From an optimization exercise on the open Yosys and OpenROAD flow, aimed at a short achievable clock period and few clock cycles; shortcuts taken in it are not production practice.
The RTL was checked by simulation tests, not by an equivalence proof against the original design.
No activity file was given, so power comes from the tool's default toggle rates.

lagoon:
==> flow/design.v (excerpt) <==
module cvb (
    input  wire        clk,
    input  wire        rst,           
    input  wire        host_wr,
    input  wire [2:0]  host_waddr,
    input  wire [15:0] host_wdata,
    input  wire [2:0]  host_raddr,
    output wire [15:0] host_rdata,
    output wire        busy,
    output wire [2:0]  outcome,
    output wire        mem_en,
    output wire        mem_we,
    output wire [15:0] mem_addr,
    output wire [7:0]  mem_wdata,
    input  wire [7:0]  mem_rdata,
    output wire        poll_en,
    output wire [1:0]  poll_sel,      
    input  wire        poll_ans,
    output wire        put_en,
    output wire [7:0]  put_data,
    output wire        get_en,
    input  wire [7:0]  get_data,
    output wire        chs_valid,
    output wire [7:0]  chs_data,
    input  wire        chs_ready,
    input  wire        chs_err,
    input  wire        chr_valid,
    input  wire [7:0]  chr_data,
    input  wire        chr_err,
    output wire        chr_ready
);
Size in the first run: ~3,000 cells after synthesis, ~460 flip-flops, roughly 0.028 mm^2 of cells after synthesis.
==> flow/config.mk <==
export PLATFORM = sky130hd
export DESIGN_NAME = cvb
export DESIGN_NICKNAME = cvb
export VERILOG_FILES = /design/flow/design.v
export SDC_FILE = /design/flow/constraint.sdc
export NUM_CORES = 4
export LEC_CHECK = 0
export CAP_MARGIN = 20
export CORE_MARGIN = 2
export CORE_UTILIZATION = 65
export PLACE_DENSITY = 0.72
export SETUP_SLACK_MARGIN = 3.0
export SLEW_MARGIN = 20
export SYNTH_HIERARCHICAL = 1
export SYNTH_MINIMUM_KEEP_SIZE = 0
==> flow/constraint.sdc <==
create_clock -name core_clock -period 6.0 [get_ports {clk}]
set_input_delay 1.2000 -clock core_clock [delete_from_list [all_inputs] [get_ports {clk}]]
set_output_delay 1.2000 -clock core_clock [all_outputs]
set_load 0.01 [all_outputs]
run.sh (not shown) runs the stock make flow with config.mk's settings and CLKGATE_MAP_FILE= SYNTH_SCRIPT=/design/flow/synth_recipe.tcl, a recipe that flattens the netlist after the stock synthesis.
lagoon finished all stages; the layout is clean.
Testbench counts of lagoon, summed over its fixed seeds: cycles 34,524.
Inputs modified between lagoon and willow:
-- flow/config.mk --
<<< lagoon, line 8
export CAP_MARGIN = 20
export CORE_MARGIN = 2
export CORE_UTILIZATION = 65
export PLACE_DENSITY = 0.72
export SETUP_SLACK_MARGIN = 3.0
export SLEW_MARGIN = 20
export SYNTH_HIERARCHICAL = 1
>>> willow, line 8
export CAP_MARGIN = 20
export CORE_MARGIN = 2
export CORE_UTILIZATION = 60
export PLACE_DENSITY = 0.7
export SETUP_SLACK_MARGIN = 3.2
export SLEW_MARGIN = 20
export SYNTH_HIERARCHICAL = 1
==> run notes <==
- Going from lagoon to willow, worst setup slack -0.16 ns; routed wire length +6.5 mm; width of the die +about 4%; buffers inserted during post-CTS setup optimization +72.
- Cell area after layout up 7.6% in willow wrt lagoon
- Compared with lagoon, full die area in willow increased by a little under 10%.
- Routed length on met3 in willow is 1.1% lower than in lagoon
- Comparing lagoon and willow, final critical path time including I/O delays and setup is higher on willow.
- Going from lagoon to willow, maximum frequency shrinks by 4.5%.
- Between lagoon and willow, the flow reports combinational power increasing by more than 10%.
- The tap cell count of willow exceeds that of lagoon by 22.
diff inputs: willow => cedar
-- flow/config.mk --
<<< willow, line 10
export CORE_UTILIZATION = 60
export PLACE_DENSITY = 0.7
export SETUP_SLACK_MARGIN = 3.2
export SLEW_MARGIN = 20
export SYNTH_HIERARCHICAL = 1
>>> cedar, line 10
export CORE_UTILIZATION = 60
export PLACE_DENSITY = 0.7
export SETUP_SLACK_MARGIN = 3.4
export SLEW_MARGIN = 20
export SYNTH_HIERARCHICAL = 1
### Flow results
- cedar: all stages complete, timing, DRC and antenna checks passed
- Final cell count was lower in willow than in cedar.
- Max-slew headroom at the worst pin was higher in willow than in cedar.
- Going from willow to cedar, area taken by multi-input logic gates grew by a few percent.
Modified inputs, fjord compared to cedar
-- flow/config.mk --
<<< cedar, line 8
export CAP_MARGIN = 20
export CORE_MARGIN = 2
export CORE_UTILIZATION = 60
export PLACE_DENSITY = 0.7
export SETUP_SLACK_MARGIN = 3.4
export SLEW_MARGIN = 20
export SYNTH_HIERARCHICAL = 1
>>> fjord, line 8
export CAP_MARGIN = 20
export CORE_MARGIN = 2
export CORE_UTILIZATION = 50
export PLACE_DENSITY = 0.65
export SETUP_SLACK_MARGIN = 3.0
export SLEW_MARGIN = 20
export SYNTH_HIERARCHICAL = 1
--- outcome ---
Final worst hold slack is higher on cedar
Total power (higher): cedar
Summary: pre-CTS worst setup slack, fjord better than cedar
The lower relative contribution of the clock network to total power came out of cedar.
Wire length of the first global-routing pass ends up higher on cedar.
For cedar, the highest metal layer used by the detailed router was met5, unlike fjord, where it was met4.
Re standard cell area after detailed placement: cedar was higher than fjord.
In the tables for cedar and fjord, met1 track demand over resource in global routing reads higher with cedar.
NOTE number of global-route vias before repair cedar->fjord decreased by a little under 10%
Looking only at final standard cell area without fillers, and setting everything else aside, the higher value of cedar and fjord goes to cedar.

========
rev 12:
cvb again, from the RTL that the note above started with.
make LEC_CHECK=0 CAP_MARGIN=20 CORE_MARGIN=2 CORE_UTILIZATION=55 PLACE_DENSITY=0.7 SETUP_SLACK_MARGIN=3.0 SLEW_MARGIN=20 SYNTH_HIERARCHICAL=1 SYNTH_MINIMUM_KEEP_SIZE=0 finish   # period 6.0 ns
Testbench counts of rev 12, summed over its fixed seeds: cycles 34,524.
> inputs changed (rev 12 -> rev 13)
--- a/flow/config.mk
+++ b/flow/config.mk
@@ -10,2 +10,2 @@
-export CORE_UTILIZATION = 55
-export PLACE_DENSITY = 0.7
+export CORE_UTILIZATION = 60
+export PLACE_DENSITY = 0.78
Taking rev 13 as 1.0, rev 12 lands at 1.09 on die area. On count of clock-buffer cells in the layout, the higher figure sits with rev 12, not rev 13. Going from rev 12 to rev 13, count of vias placed by the detailed router increased 2.8%, count of TritonRoute iterations in the first routing pass rose 3. Cmp rev 13 vs rev 12: area of all placed cells without fillers lower in rev 13. Worst hold slack after final layout deteriorates in rev 13 relative to rev 12. Rev 13 vs rev 12 — number of tap instances dropped by more than 10%.

========
Starting RTL as in the previous note.
Settings: LEC_CHECK=0, CAP_MARGIN=20, CORE_MARGIN=2, CORE_UTILIZATION=60, PLACE_DENSITY=0.7, SETUP_SLACK_MARGIN=3.0, SLEW_MARGIN=20, SYNTH_HIERARCHICAL=1, SYNTH_MINIMUM_KEEP_SIZE=0; clock period 6.0 ns.
Testbench counts at the start, summed over its fixed seeds: cycles 34,524.
==> next run, changes <==
SETUP_SLACK_MARGIN = 2.8   (was 3.0)
- The new run completed with no timing, DRC or antenna violations
- count of clock-buffer cells in the layout rises by 5
- sequential power stays flat
- cell area shrinks by 2.7%
- routed wire length decreases by 3.4%

-- re-timing with driven ports --
The results above use ideal ports. As a check the final layouts listed here were re-extracted and re-timed, cells and wires unchanged.
Step 1 assumes that a clkbuf_16 drives the clock port and a buf_2 every other input.
Step 2 times the ports against the registers' clock, not the clock port: input delays grow and output delays shrink by t, the midpoint of the rising clock arrivals with the driver on.
a / b / c = ideal ports / drivers / drivers and shift; a / b = the first two.
| run | shift t [ns] | setup WS [ns] | worst register clock-pin slew, ns | pins driven straight from the clock port |
|---|---|---|---|---|
| lagoon | 0.676 | 2.729 / 2.438 / 2.307 | 0.07 / 0.07 | 1 |
| willow | 0.693 | 2.573 / 2.333 / 2.195 | 0.07 / 0.07 | 1 |
| cedar | 0.689 | 2.496 / 2.238 / 2.173 | 0.07 / 0.07 | 1 |
| fjord | 0.682 | 2.751 / 2.364 / 2.339 | 0.07 / 0.07 | 1 |
| rev 12 | 0.677 | 2.766 / 2.382 / 2.290 | 0.07 / 0.07 | 1 |
| rev 13 | 0.695 | 2.596 / 2.436 / 2.342 | 0.07 / 0.07 | 1 |
| the first run of note 3 | 0.676 | 2.778 / 2.443 / 2.343 | 0.07 / 0.07 | 1 |
| the second run of note 3 | 0.672 | 2.760 / 2.445 / 2.105 | 0.07 / 0.07 | 1 |
After both steps setup and hold are still met in every run listed. The setup slack of the second run of note 3, which loses most, moves by -0.315 ns with the drivers and by -0.655 ns with both steps.
